This design comes from an exercise in tuning for small area, a short achievable clock period and few clock cycles per item on the open sky130 flow, not from production work.

==> build 34 <==
Design fxcore, start of the top module:
module fxcore (
    input  wire        clk,
    input  wire        rst,
    input  wire        req,
    input  wire        we,
    input  wire [4:0]  addr,
    input  wire [31:0] wdata,
    output reg  [31:0] rdata,
    output wire        ack
);
Settings: LEC_CHECK=0, CAP_MARGIN=20, CORE_MARGIN=2, CORE_UTILIZATION=40, SETUP_SLACK_MARGIN=5, SLEW_MARGIN=20; clock period 14.0 ns.
run.sh (not shown) runs the stock make flow with config.mk's settings and CLKGATE_MAP_FILE= SYNTH_SCRIPT=/design/flow/synth_recipe.tcl, a recipe that flattens the netlist after the stock synthesis.
==> build 96 (differences from build 34) <==
--- a/flow/design.v
+++ b/flow/design.v
@@ -166,78 +166,51 @@
             default:  rdata = 32'd0;
         endcase
     end
     reg [1:0] ax_sel;    
     reg [1:0] ay_sel;    
     reg       alu_sub, alu_cin;
     reg [2:0] madd;      
     reg [1:0] oa_sel;    
-    reg [2:0] ob_sel;    
+    reg [1:0] ob_sel;    
     reg       acc_ob;    
     reg [3:0] res_sel;
     reg       w_en;
     reg [1:0] w_ofs;
     reg       t0_en, t1_en, acc_en;
     wire [31:0] floor_v = {{16{OA[31]}}, OA[31:16]};
     wire [31:0] AX = (ax_sel == 2'd0) ? OA : (ax_sel == 2'd1) ? 32'd0 : floor_v;
     wire [31:0] AY = (ay_sel == 2'd0) ? OB : (ay_sel == 2'd1) ? 32'd0 :
                      (ay_sel == 2'd2) ? DQ[31:0] : DR;
     wire [31:0] alu = AX + (AY ^ {32{alu_sub}}) + {31'd0, alu_sub | alu_cin};
     wire        a_eq = (alu == 32'd0);                       
     wire        a_lt = (OA[31] ^ OB[31]) ? OA[31] : alu[31];  
-    reg         mph;                       
-    reg  [31:0] MT;                        
-    wire        rngm = (madd == 3'd4);
-    wire [16:0] m17  = mph ? {OB[31], OB[31:16]} : {1'b0, OB[15:0]};
-    wire [47:0] ma1  = mph ? (rngm ? {32'd0, MT[31:16]} : {16'd0, MT}) :
-                             (rngm ? {16'd0, RNG_C} : 48'd0);
-    wire [47:0] ma2  = !mph ? 48'd0 : (madd == 3'd2) ? {16'd0, ACC} :
-                       (madd == 3'd3) ? {16'd0, ~ACC} : 48'd0;
-    wire [47:0] Z    = $signed(OA) * $signed(m17) + $signed(ma1) + $signed(ma2) +
-                       $signed({47'd0, mph && madd == 3'd3});
-    wire [31:0] mt_in = rngm ? Z[31:0] : Z[47:16];
-    wire [31:0] mres  = Z[31:0];
-    wire [31:0] seed_nx = {Z[15:0], MT[15:0]};
+    wire [31:0] add_hi = (madd == 3'd2) ? ACC :
+                         (madd == 3'd3) ? ~ACC : (madd == 3'd4) ? {16'd0, RNG_C[31:16]} : 32'd0;
+    wire [15:0] add_lo = (madd == 3'd4) ? RNG_C[15:0] : 16'd0;
+    wire [47:0] Z = $signed(OA) * $signed(OB) + $signed({add_hi, add_lo}) +
+                    $signed({31'd0, madd == 3'd3, 16'd0});
+    wire [31:0] mres = (madd == 3'd4) ? Z[31:0] : Z[47:16];
     wire [31:0]       drs [0:DSTG];
     wire [2*DSTG-1:0] dqs;
     assign drs[0] = DR;
     genvar gs;
     generate
         for (gs = 0; gs < DSTG; gs = gs + 1) begin : g_div
             fxcore_div u_s (.r(drs[gs]), .b(DQ[47-2*gs:46-2*gs]), .d(D1), .d3(D3),
                             .r_nx(drs[gs+1]), .q(dqs[2*DSTG-1-2*gs:2*DSTG-2-2*gs]));
         end
     endgenerate
     reg  [31:0] dv;
     reg         dv_hi, dv_load;
+    reg         dv_w48;
     wire [31:0] OA_abs = OA[31] ? (32'd0 - OA) : OA;
-    wire [31:0] wdd = d_load ? d_in : D1;
-    wire        f24 = (wdd[31:24] != 8'd0) || (dv[31:8] < wdd[23:0]);
-    wire        f20 = (wdd[31:28] != 4'd0) || (dv[31:4] < wdd[27:0]);
-    wire        f16 = (dv < wdd);
-    wire        f8  = (dv[31:24] == 8'd0) && ({dv[23:0], 8'd0} < wdd);
-    reg  [31:0] dr_ld;
-    reg  [47:0] dq_ld;
-    reg  [3:0]  wcnt;
-    always @* begin
-        if (!dv_hi) begin
-            dr_ld = {24'd0, dv[31:24]}; dq_ld = {dv[23:0], 24'd0}; wcnt = 4'd5;
-        end else if (f8) begin
-            dr_ld = {dv[23:0], 8'd0};   dq_ld = 48'd0;              wcnt = 4'd1;
-        end else if (f16) begin
-            dr_ld = dv;                 dq_ld = 48'd0;              wcnt = 4'd3;
-        end else if (f20) begin
-            dr_ld = {4'd0, dv[31:4]};   dq_ld = {dv[3:0], 44'd0};   wcnt = 4'd4;
-        end else if (f24) begin
-            dr_ld = {8'd0, dv[31:8]};   dq_ld = {dv[7:0], 40'd0};   wcnt = 4'd5;
-        end else begin
-            dr_ld = 32'd0;              dq_ld = {dv, 16'd0};        wcnt = 4'd11;
-        end
-    end
+    wire        oa_fits = (D1[31:24] != 8'd0) || (OA_abs[31:8] < D1[23:0]);
+    wire [47:0] dv48 = dv_hi ? {dv, 16'd0} : {16'd0, dv};
     wire        is_isqrt = (op == OP_ISQRT);
     wire        x_small  = (ACC[31:16] == 16'd0);
     wire [31:0] g0 = (!is_isqrt && x_small) ? ACC : {1'b0, ACC[31:1]};
     wire [31:0] q0 = is_isqrt ? ((ACC == 32'd3) ? 32'd3 : 32'd2) :
                      x_small ? 32'h00010000 :
                      32'h00020000 |
                      ((ACC[0] && ACC == 32'h00010001) ? 32'd2 :
                       (ACC[0] && ACC <= 32'h00020001) ? 32'd1 : 32'd0);
@@ -263,18 +236,18 @@
             R_ALU:     res = alu;
             R_FROMINT: res = {OA[15:0], 16'd0};
             R_FFRAC:   res = {16'd0, OA[15:0]};
             R_CMP:     res = a_lt ? 32'hFFFFFFFF : a_eq ? 32'd0 : 32'd1;
             R_CLAMP1:  res = a_lt ? OB : OA;
             R_CLAMP2:  res = flag ? T0 : (!a_lt && !a_eq) ? OB : OA;
             R_EQ:      res = {31'd0, flag && a_eq};
             R_MUL:     res = mres;
-            R_RBOOL:   res = {31'd0, Z[0]};
-            R_RFIX:    res = {16'd0, Z[15:0]};
+            R_RBOOL:   res = {31'd0, Z[16]};
+            R_RFIX:    res = {16'd0, Z[31:16]};
             R_ZERO:    res = 32'd0;
             R_OA:      res = OA;
             R_OB:      res = OB;
             R_T0:      res = T0;
             R_T1:      res = T1;
             default:   res = sq_fin;
         endcase
     end
@@ -285,17 +258,16 @@
     wire oa_zero = (OA == 32'd0);
     wire ob_zero = (OB == 32'd0);
     reg [3:0] state_nx;
     reg [2:0] st_nx;
     reg [1:0] jn_nx;
     reg [3:0] ha_nx, hb_nx;
     reg       done;            
     reg       flag_nx;
-    reg       mph_nx;
     reg       seed_en;
     reg       bsign_en, qsign_en;
     reg [2:0] it_nx;
     reg [3:0] cnt_nx;
     function [1:0] xa;
         input [2:0] s;
         case (s)
             3'd1: xa = 2'd2; 3'd2: xa = 2'd1; 3'd3: xa = 2'd0;
@@ -320,34 +292,35 @@
         flag_nx  = flag;
         done     = 1'b0;
         ax_sel   = 2'd0;
         ay_sel   = 2'd0;
         alu_sub  = 1'b0;
         alu_cin  = 1'b0;
         madd     = 3'd0;
         oa_sel   = 2'd0;
-        ob_sel   = 3'd0;
+        ob_sel   = 2'd0;
         acc_ob   = 1'b0;
         res_sel  = R_ALU;
         w_en     = 1'b0;
         w_ofs    = 2'd0;
         t0_en    = 1'b0;
         t1_en    = 1'b0;
         acc_en   = 1'b0;
         seed_en  = 1'b0;
         bsign_en = 1'b0;
         qsign_en = 1'b0;
         d_load   = 1'b0;
         dv_load  = 1'b0;
         dv       = ACC;
         dv_hi    = !is_isqrt;
+        dv_w48   = 1'b0;
         if (idle) begin
-            oa_sel = c_rng ? 2'd2 : (c_dist || c_op == OP_FLERP) ? 2'd1 : 2'd0;
-            ob_sel = c_rng ? 3'd2 : c_dist ? 3'd1 : 3'd0;
+            oa_sel = c_rng ? 2'd2 : c_dist ? 2'd1 : 2'd0;
+            ob_sel = c_rng ? 2'd2 : c_dist ? 2'd1 : 2'd0;
         end
         case (state)
             S_EX: begin
                 st_nx = st + 3'd1;
                 ha_nx = ha + 4'd1;
                 hb_nx = hb + 4'd1;
                 case (op)
                     OP_FROMINT: begin res_sel = R_FROMINT; w_en = 1'b1; done = 1'b1; end
@@ -366,17 +339,17 @@
                         if (st == 3'd0) begin
                             res_sel = R_CLAMP1; t0_en = 1'b1; flag_nx = a_lt;
                         end else begin
                             res_sel = R_CLAMP2; w_en = 1'b1; done = 1'b1;
                         end
                     end
                     OP_FLERP: begin
                         if (st == 3'd0) begin
-                            oa_sel = 2'd3;                     
+                            alu_sub = 1'b1; ob_sel = 2'd3;     
                             acc_ob = 1'b1;                     
                         end else begin
                             madd = 3'd2; res_sel = R_MUL;
                             w_en = 1'b1; done = 1'b1;
                         end
                     end
                     OP_FDIV, OP_VDIVS2, OP_VDIVS3: begin
                         ax_sel = 2'd1; alu_sub = OB[31];
@@ -450,45 +423,45 @@
                                 w_en = 1'b1; done = 1'b1;
                             end else begin
                                 state_nx = S_SQS;
                                 ha_nx = rs1; hb_nx = rs1;
                             end
                         end
                     end
                     OP_VDIST2, OP_VDIST3: begin
-                        oa_sel = 2'd1; ob_sel = 3'd1;          
+                        oa_sel = 2'd1; ob_sel = 2'd1;          
                         madd = (st == 3'd0) ? 3'd0 : 3'd2;
                         acc_en = 1'b1;
                         if (st[1:0] == nlast) state_nx = S_SQS;
                     end
                     OP_VCROSS3: begin
                         ha_nx = rs1 + {2'd0, xa(st + 3'd2)};
                         hb_nx = rs2 + {2'd0, xb(st + 3'd2)};
-                        if (st != 3'd0) res_sel = R_MUL;
+                        res_sel = R_MUL;
                         madd = (st == 3'd2 || st == 3'd4 || st == 3'd6) ? 3'd3 : 3'd0;
                         acc_en = (st == 3'd1 || st == 3'd3 || st == 3'd5);
                         t0_en = (st == 3'd2);
                         t1_en = (st == 3'd4);
                         if (st == 3'd6) begin
                             w_ofs = 2'd2; w_en = 1'b1; state_nx = S_WB0;
                         end
                     end
                     default: begin
                         done = 1'b1;
                     end
                 endcase
             end
             S_QSET: begin
                 if (op_rng_div) begin
                     dv_load = 1'b1; dv = {16'd0, seed[31:16]}; dv_hi = 1'b0;
-                    cnt_nx = wcnt;
+                    cnt_nx = CW24;
                 end else begin
-                    dv_load = 1'b1; dv = OA_abs; dv_hi = 1'b1; 
-                    qsign_en = 1'b1; cnt_nx = wcnt;
+                    dv_load = 1'b1; dv = OA_abs; dv_hi = 1'b1; dv_w48 = !oa_fits;
+                    qsign_en = 1'b1; cnt_nx = oa_fits ? CW24 : CW48;
                     if (op_vec_div) ha_nx = ha + 4'd1;
                 end
                 state_nx = S_DIV;
             end
             S_DIV: begin
                 cnt_nx = cnt - 4'd1;
                 if (cnt == 4'd0)
                     state_nx = sqp ? S_NFIX : S_DFIX;
@@ -504,50 +477,50 @@
                         w_en = 1'b1; done = 1'b1;
                     end else begin
                         w_ofs = jn;
                         if (jn == nlast) begin
                             w_en = 1'b1; state_nx = S_WB0;
                         end else begin
                             if (jn == 2'd0) t0_en = 1'b1; else t1_en = 1'b1;
                             jn_nx = jn + 2'd1;
-                            dv_load = 1'b1; dv = OA_abs; dv_hi = 1'b1; 
-                            qsign_en = 1'b1; cnt_nx = wcnt;
+                            dv_load = 1'b1; dv = OA_abs; dv_hi = 1'b1; dv_w48 = !oa_fits;
+                            qsign_en = 1'b1; cnt_nx = oa_fits ? CW24 : CW48;
                             ha_nx = ha + 4'd1;
                             state_nx = S_DIV;
                         end
                     end
                 end
             end
             S_SQS: begin
                 it_nx = 3'd1;
                 if (sq_zero) begin
                     if (op == OP_VNORM2 || op == OP_VNORM3) begin
                         jn_nx = 2'd0; ha_nx = ha + 4'd1; state_nx = S_COPY;
                     end else begin
                         res_sel = R_ZERO; w_en = 1'b1; done = 1'b1;
                     end
                 end else begin
                     d_load = 1'b1;
-                    dv_load = 1'b1; cnt_nx = wcnt;
+                    dv_load = 1'b1; cnt_nx = CW24;
                     state_nx = S_DIV;
                 end
             end
             S_NFIX: begin
                 it_nx = it + 3'd1;
                 if (n_last) begin
                     if (!keep_g) d_load = 1'b1;
                     if (op == OP_VNORM2 || op == OP_VNORM3) begin
                         jn_nx = 2'd0; state_nx = S_QSET;
                     end else begin
                         res_sel = R_SQ; w_en = 1'b1; done = 1'b1;
                     end
                 end else begin
                     d_load = 1'b1;
-                    dv_load = 1'b1; cnt_nx = wcnt;
+                    dv_load = 1'b1; cnt_nx = CW24;
                     state_nx = S_DIV;
                 end
             end
             S_COPY: begin
                 res_sel = R_OA;
                 ha_nx = ha + 4'd1;
                 w_ofs = jn;
                 jn_nx = jn + 2'd1;
@@ -565,70 +538,47 @@
             S_WB1: begin
                 res_sel = R_T1; w_en = 1'b1; w_ofs = 2'd1; done = 1'b1;
             end
             S_ERR: begin
                 done = 1'b1;
             end
             default: ;
         endcase
-        mph_nx = 1'b0;
-        if (state == S_EX && (res_sel == R_MUL || acc_en || seed_en) && !mph) begin
-            mph_nx   = 1'b1;
-            oa_sel   = 2'd3;
-            ob_sel   = 3'd4;
-            st_nx    = st;
-            ha_nx    = ha;
-            hb_nx    = hb;
-            w_en     = 1'b0;
-            done     = 1'b0;
-            t0_en    = 1'b0;
-            t1_en    = 1'b0;
-            acc_en   = 1'b0;
-            acc_ob   = 1'b0;
-            seed_en  = 1'b0;
-            d_load   = 1'b0;
-            flag_nx  = flag;
-            state_nx = state;
-        end
         if (done) state_nx = S_IDLE;
     end
     assign ack = req && (idle ? !cmdw : done);
     wire        hw_en  = idle && req && we && !addr[4];
     wire        rf_en  = hw_en || (!idle && w_en);
     wire [3:0]  rf_sel = idle ? addr[3:0] : rd + {2'd0, w_ofs};
     wire [31:0] rf_d   = rst ? 32'd0 : idle ? wdata : res;
     genvar gi;
     generate
         for (gi = 0; gi < 16; gi = gi + 1) begin : g_rf
             always @(posedge clk)
                 if (rst || (rf_en && rf_sel == gi)) R[gi] <= rf_d;
         end
     endgenerate
     always @(posedge clk) begin
-        if (oa_sel != 2'd3)
-            OA <= (oa_sel == 2'd0) ? PH : (oa_sel == 2'd1) ? PD : seed;
-        if (ob_sel != 3'd4)
-            OB <= (ob_sel == 3'd0) ? PB : (ob_sel == 3'd1) ? PD : (ob_sel == 3'd2) ? RNG_A : alu;
-        MT  <= mt_in;
-        mph <= mph_nx;
+        OA <= (oa_sel == 2'd0) ? PH : (oa_sel == 2'd1) ? PD : seed;
+        OB <= (ob_sel == 2'd0) ? PB : (ob_sel == 2'd1) ? PD : (ob_sel == 2'd2) ? RNG_A : alu;
         if (t0_en) T0 <= res;
         if (t1_en) T1 <= res;
         if (idle) ACC <= PH;
         else if (acc_ob) ACC <= OB;
         else if (acc_en) ACC <= mres;
         if (d_load) begin
             D1 <= d_in;
             D3 <= d3_in;
         end
         if (bsign_en) bsign <= OB[31];
         if (qsign_en) qsign <= OA[31] ^ (bsign_en ? OB[31] : bsign);
         if (dv_load) begin
-            DR <= dr_ld;
-            DQ <= dq_ld;
+            DR <= dv_w48 ? 32'd0 : {8'd0, dv48[47:24]};
+            DQ <= dv_w48 ? dv48 : {dv48[23:0], 24'd0};
         end else if (state == S_DIV) begin
             DR <= drs[DSTG];
             DQ <= {DQ[47-2*DSTG:0], dqs};
         end
         st   <= st_nx;
         jn   <= jn_nx;
         ha   <= ha_nx;
         hb   <= hb_nx;
@@ -641,17 +591,17 @@
             state    <= S_IDLE;
             seed     <= 32'd0;
             st_err   <= 1'b0;
             st_ovr   <= 1'b0;
             st_cause <= 4'd0;
             errcmd   <= 32'd0;
         end else begin
             state <= state_nx;
-            if (seed_en) seed <= seed_nx;
+            if (seed_en) seed <= Z[31:0];
             if (idle && req) begin
                 if (cmdw) begin
                     if (c_cause != 4'd0) begin
                         if (!st_err) begin
                             st_err   <= 1'b1;
                             st_cause <= c_cause;
                             errcmd   <= wdata;
                         end else begin
==> trial 93 (differences from build 34) <==
--- a/flow/design.v
+++ b/flow/design.v
@@ -96,16 +96,17 @@
     reg [31:0] seed;
     reg        st_err, st_ovr;
     reg [3:0]  st_cause;
     reg [31:0] errcmd;
     reg [3:0]  state;
     reg [5:0]  op;
     reg [3:0]  rd, rs1, rs2, rs3;
     reg        n3;             
+    reg        dw;             
     reg [2:0]  st;             
     reg [1:0]  jn;             
     reg [2:0]  it;             
     reg [3:0]  cnt;            
     reg        flag;           
     reg        bsign;          
     reg        qsign;          
     reg        sqp;            
@@ -134,36 +135,42 @@
         else if ((k_rs1 == 2'd0 && c_rs1 != 4'd0) || (k_rs2 == 2'd0 && c_rs2 != 4'd0) ||
                  (k_rs3 == 2'd0 && c_rs3 != 4'd0))
             c_cause = 4'd3;
         else if (!grp_ok(c_rd, k_rd) || !grp_ok(c_rs1, k_rs1) || !grp_ok(c_rs2, k_rs2))
             c_cause = 4'd4;
         else
             c_cause = 4'd0;
     end
-    wire c_n3 = (c_op == OP_VEQ3) || (c_op == OP_VCROSS3) ||
-                (c_op != OP_VEQ2 && c_op[0]);
+    wire [3:0] c_d1 = c_rd - c_rs1;
+    wire [3:0] c_d2 = c_rd - c_rs2;
+    wire c_vb = (c_op == OP_VADD3) || (c_op == OP_VSUB3);
+    wire c_dw = (c_op != OP_VCROSS3) &&
+                !(c_n3 && (c_d1 == 4'd2 || (c_vb && c_d2 == 4'd2) ||
+                           ((c_op == OP_VSCALE3) && c_d2 == 4'd0)));
+    wire c_n3 = c_op[5] && ((c_op == OP_VEQ3) || (c_op == OP_VCROSS3) ||
+                            (c_op != OP_VEQ2 && c_op[0]));
     wire idle = (state == S_IDLE);
     wire cmdw = req && we && (addr == A_CMD);
     wire c_b_rs1 = (c_op == OP_VNEG2) || (c_op == OP_VNEG3) ||
                    (c_op == OP_VLENSQ2) || (c_op == OP_VLENSQ3) ||
                    (c_op == OP_VLEN2) || (c_op == OP_VLEN3) ||
                    (c_op == OP_VNORM2) || (c_op == OP_VNORM3) ||
                    (c_op == OP_FLERP);
     wire c_a_rs2 = (c_op == OP_FLERP);
     wire c_rng   = (c_op == OP_RINT) || (c_op == OP_RRANGE) || (c_op == OP_RBOOL) || (c_op == OP_RFIX);
     wire c_dist  = (c_op == OP_VDIST2) || (c_op == OP_VDIST3);
-    wire [3:0] pha = !idle ? ha : cmdw ? (c_a_rs2 ? c_rs2 : c_rs1) : addr[3:0];
+    wire [3:0] pha = !idle ? ha : (c_a_rs2 ? c_rs2 : c_rs1);
     wire [3:0] phb = !idle ? hb : (c_b_rs1 ? c_rs1 : c_rs2);
     wire [31:0] PH = R[pha];
     wire [31:0] PB = R[phb];
     wire [31:0] PD = PH - PB;
     always @* begin
         if (!addr[4])
-            rdata = PH;
+            rdata = R[addr[3:0]];
         else case (addr)
             A_STATUS: rdata = {24'd0, st_cause, 2'b00, st_ovr, st_err};
             A_ERRCMD: rdata = errcmd;
             A_SEED:   rdata = seed;
             default:  rdata = 32'd0;
         endcase
     end
     reg [1:0] ax_sel;    
@@ -205,21 +212,34 @@
         for (gs = 0; gs < DSTG; gs = gs + 1) begin : g_div
             fxcore_div u_s (.r(drs[gs]), .b(DQ[47-2*gs:46-2*gs]), .d(D1), .d3(D3),
                             .r_nx(drs[gs+1]), .q(dqs[2*DSTG-1-2*gs:2*DSTG-2-2*gs]));
         end
     endgenerate
     reg  [31:0] dv;
     reg         dv_hi, dv_load;
     wire [31:0] OA_abs = OA[31] ? (32'd0 - OA) : OA;
+    function [5:0] bitlen;
+        input [31:0] v;
+        integer k;
+        begin
+            bitlen = 6'd0;
+            for (k = 0; k < 32; k = k + 1)
+                if (v[k]) bitlen = k + 1;
+        end
+    endfunction
+    reg  [5:0]  dv_bl;
     wire [31:0] wdd = d_load ? d_in : D1;
-    wire        f24 = (wdd[31:24] != 8'd0) || (dv[31:8] < wdd[23:0]);
-    wire        f20 = (wdd[31:28] != 4'd0) || (dv[31:4] < wdd[27:0]);
-    wire        f16 = (dv < wdd);
-    wire        f8  = (dv[31:24] == 8'd0) && ({dv[23:0], 8'd0} < wdd);
+    wire [5:0]  wd_bl = bitlen(wdd);
+    wire [5:0]  oa_bl = bitlen(OA ^ {32{OA[31]}}) + {5'd0, OA[31]};
+    wire [5:0]  ac_bl = bitlen(ACC);
+    wire        f24 = ({1'b0, dv_bl} <= {1'b0, wd_bl} + 7'd7);
+    wire        f20 = ({1'b0, dv_bl} <= {1'b0, wd_bl} + 7'd3);
+    wire        f16 = ({1'b0, dv_bl} + 7'd1 <= {1'b0, wd_bl});
+    wire        f8  = ({1'b0, dv_bl} + 7'd9 <= {1'b0, wd_bl});
     reg  [31:0] dr_ld;
     reg  [47:0] dq_ld;
     reg  [3:0]  wcnt;
     always @* begin
         if (!dv_hi) begin
             dr_ld = {24'd0, dv[31:24]}; dq_ld = {dv[23:0], 24'd0}; wcnt = 4'd5;
         end else if (f8) begin
             dr_ld = {dv[23:0], 8'd0};   dq_ld = 48'd0;              wcnt = 4'd1;
@@ -334,16 +354,17 @@
         t1_en    = 1'b0;
         acc_en   = 1'b0;
         seed_en  = 1'b0;
         bsign_en = 1'b0;
         qsign_en = 1'b0;
         d_load   = 1'b0;
         dv_load  = 1'b0;
         dv       = ACC;
+        dv_bl    = ac_bl;
         dv_hi    = !is_isqrt;
         if (idle) begin
             oa_sel = c_rng ? 2'd2 : (c_dist || c_op == OP_FLERP) ? 2'd1 : 2'd0;
             ob_sel = c_rng ? 3'd2 : c_dist ? 3'd1 : 3'd0;
         end
         case (state)
             S_EX: begin
                 st_nx = st + 3'd1;
@@ -406,35 +427,40 @@
                             if (OB[31] || ob_zero) begin
                                 res_sel = R_ZERO; w_en = 1'b1; done = 1'b1;
                             end else begin
                                 d_load = 1'b1; state_nx = S_QSET;
                             end
                         end else begin
                             alu_sub = 1'b1;                    
                             if (a_lt || a_eq) begin
-                                res_sel = R_OB; w_en = 1'b1; done = 1'b1;
+                                res_sel = R_OB; t0_en = 1'b1; state_nx = S_WB0;
                             end else begin
                                 d_load = 1'b1; state_nx = S_QSET;
                             end
                         end
                     end
                     OP_VADD2, OP_VADD3, OP_VSUB2, OP_VSUB3, OP_VNEG2, OP_VNEG3,
                     OP_VSCALE2, OP_VSCALE3: begin
                         if (op == OP_VNEG2 || op == OP_VNEG3) ax_sel = 2'd1;
                         alu_sub = (op == OP_VSUB2) || (op == OP_VSUB3) ||
                                   (op == OP_VNEG2) || (op == OP_VNEG3);
                         if (op == OP_VSCALE2 || op == OP_VSCALE3) begin
                             res_sel = R_MUL; hb_nx = hb;
                         end
                         w_ofs = st[1:0];
-                        if (st[1:0] == 2'd0) t0_en = 1'b1;
-                        if (st[1:0] == 2'd1) t1_en = 1'b1;
-                        if (st[1:0] == nlast) begin
-                            t0_en = 1'b0; t1_en = 1'b0; w_en = 1'b1; state_nx = S_WB0;
+                        if (dw) begin
+                            w_en = 1'b1;
+                            if (st[1:0] == nlast) done = 1'b1;
+                        end else begin
+                            if (st[1:0] == 2'd0) t0_en = 1'b1;
+                            if (st[1:0] == 2'd1) t1_en = 1'b1;
+                            if (st[1:0] == nlast) begin
+                                t0_en = 1'b0; t1_en = 1'b0; w_en = 1'b1; state_nx = S_WB0;
+                            end
                         end
                     end
                     OP_VEQ2, OP_VEQ3: begin
                         alu_sub = 1'b1; res_sel = R_EQ;
                         flag_nx = (st == 3'd0) ? a_eq : (flag && a_eq);
                         if (st == 3'd0) res_sel = R_EQ;
                         if (st[1:0] == nlast) begin
                             w_en = 1'b1; done = 1'b1;
@@ -477,17 +503,17 @@
                     end
                 endcase
             end
             S_QSET: begin
                 if (op_rng_div) begin
                     dv_load = 1'b1; dv = {16'd0, seed[31:16]}; dv_hi = 1'b0;
                     cnt_nx = wcnt;
                 end else begin
-                    dv_load = 1'b1; dv = OA_abs; dv_hi = 1'b1; 
+                    dv_load = 1'b1; dv = OA_abs; dv_bl = oa_bl; dv_hi = 1'b1; 
                     qsign_en = 1'b1; cnt_nx = wcnt;
                     if (op_vec_div) ha_nx = ha + 4'd1;
                 end
                 state_nx = S_DIV;
             end
             S_DIV: begin
                 cnt_nx = cnt - 4'd1;
                 if (cnt == 4'd0)
@@ -500,21 +526,23 @@
                     w_en = 1'b1; done = 1'b1;
                 end else begin
                     ax_sel = 2'd1; ay_sel = 2'd2; alu_sub = qsign;
                     if (op == OP_FDIV) begin
                         w_en = 1'b1; done = 1'b1;
                     end else begin
                         w_ofs = jn;
                         if (jn == nlast) begin
-                            w_en = 1'b1; state_nx = S_WB0;
+                            w_en = 1'b1;
+                            if (dw) done = 1'b1; else state_nx = S_WB0;
                         end else begin
-                            if (jn == 2'd0) t0_en = 1'b1; else t1_en = 1'b1;
+                            if (dw) w_en = 1'b1;
+                            else if (jn == 2'd0) t0_en = 1'b1; else t1_en = 1'b1;
                             jn_nx = jn + 2'd1;
-                            dv_load = 1'b1; dv = OA_abs; dv_hi = 1'b1; 
+                            dv_load = 1'b1; dv = OA_abs; dv_bl = oa_bl; dv_hi = 1'b1; 
                             qsign_en = 1'b1; cnt_nx = wcnt;
                             ha_nx = ha + 4'd1;
                             state_nx = S_DIV;
                         end
                     end
                 end
             end
             S_SQS: begin
@@ -546,20 +574,25 @@
                     state_nx = S_DIV;
                 end
             end
             S_COPY: begin
                 res_sel = R_OA;
                 ha_nx = ha + 4'd1;
                 w_ofs = jn;
                 jn_nx = jn + 2'd1;
-                if (jn == 2'd0) t0_en = 1'b1;
-                if (jn == 2'd1) t1_en = 1'b1;
-                if (jn == nlast) begin
-                    t0_en = 1'b0; t1_en = 1'b0; w_en = 1'b1; state_nx = S_WB0;
+                if (dw) begin
+                    w_en = 1'b1;
+                    if (jn == nlast) done = 1'b1;
+                end else begin
+                    if (jn == 2'd0) t0_en = 1'b1;
+                    if (jn == 2'd1) t1_en = 1'b1;
+                    if (jn == nlast) begin
+                        t0_en = 1'b0; t1_en = 1'b0; w_en = 1'b1; state_nx = S_WB0;
+                    end
                 end
             end
             S_WB0: begin
                 res_sel = R_T0; w_en = 1'b1; w_ofs = 2'd0;
                 if (n3) state_nx = S_WB1;
                 else    done = 1'b1;
             end
             S_WB1: begin
@@ -660,16 +693,17 @@
                         state <= S_ERR;
                     end else begin
                         op    <= c_op;
                         rd    <= c_rd;
                         rs1   <= c_rs1;
                         rs2   <= c_rs2;
                         rs3   <= c_rs3;
                         n3    <= c_n3;
+                        dw    <= c_dw;
                         bsign <= 1'b0;
                         sqp   <= 1'b0;
                         st    <= 3'd0;
                         state <= (c_op == OP_FSQRT || c_op == OP_ISQRT) ? S_SQS : S_EX;
                         if (c_op == OP_FCLAMP) begin
                             ha <= c_rs1; hb <= c_rs3;
                         end else if (c_op == OP_FLERP) begin
                             ha <= c_rs3; hb <= c_rs3;
==> summary.txt <==
Result of the run: build 96 finished clean; trial 93 finished clean; build 34 finished clean
Routed via count: build 96 93746; trial 93 98470; build 34 94488
Die X-Extent: build 96 495 um; trial 93 490 um; build 34 486 um
Max Clock Skew: build 96 114 ps; trial 93 88.1 ps; build 34 112 ps
Placed wire-length estimate after detailed placement: build 96 335000 um; trial 93 373000 um; build 34 347000 um
Number of nets in the finished design: build 96 12561; trial 93 12256; build 34 11988
Placer's final routability congestion estimate: build 96 1.12; trial 93 1.04; build 34 1.09
Clock buffer count in the final layout: build 96 127; trial 93 140; build 34 130
Most prevalent standard cell on the critical path: build 96 sky130_fd_sc_hd__fa_1; trial 93 -; build 34 sky130_fd_sc_hd__or4_4
Global routing met2 resource utilization: build 96 55.7%; trial 93 57.5%; build 34 54.1%
Critical path endpoint category: build 96 flip-flop; trial 93 flip-flop; build 34 output pin
Wire length of the first global-routing pass: build 96 663000 um; trial 93 720000 um; build 34 672000 um
Clk tree area frac: build 96 3.01%; trial 93 3.32%; build 34 3.53%
Area of the multi-input gates: build 96 68000 um2; trial 93 66400 um2; build 34 64300 um2
Detail Route met3 WL: build 96 66800 um; trial 93 83900 um; build 34 77700 um
Met3 track demand over resource in global routing: build 96 11.8%; trial 93 17.6%; build 34 16.8%
Non-clk buf share: build 96 8.79%; trial 93 7.88%; build 34 7.49%
Adder-cell share of the synthesized area: build 96 26.7%; trial 93 19.9%; build 34 21.3%
Function was not checked in any run of this note: the RTL went through the layout flow alone.

## port drivers added, routing unchanged
In the flow no input, the clock included, has a driving cell. The finished layouts below were timed again as built, in two steps.
Step 1 sets driving cells, clkbuf_16 on the clock port and buf_2 on the other inputs (assumed; they add their load-dependent delay and slew).
Step 2, shift: input delay + t, output delay - t, t = (earliest + latest rising clock arrival at the registers) / 2. This alone moves slack from input paths to output paths.
Slacks: ideal ports / drivers / drivers and shift; pairs: ideal ports / drivers.
| run | shift t [ns] | setup WS [ns] | hold WS [ns] |
|---|---|---|---|
| build 34 | 0.885 | 3.767 / 3.675 / 3.827 | 0.506 / 0.506 / 0.506 |
| build 96 | 0.897 | 3.269 / 3.269 / 3.269 | 0.505 / 0.505 / 0.505 |
| trial 93 | 0.879 | 3.506 / 3.490 / 3.506 | 0.493 / 0.493 / 0.493 |
After both steps every run listed still meets setup and hold.
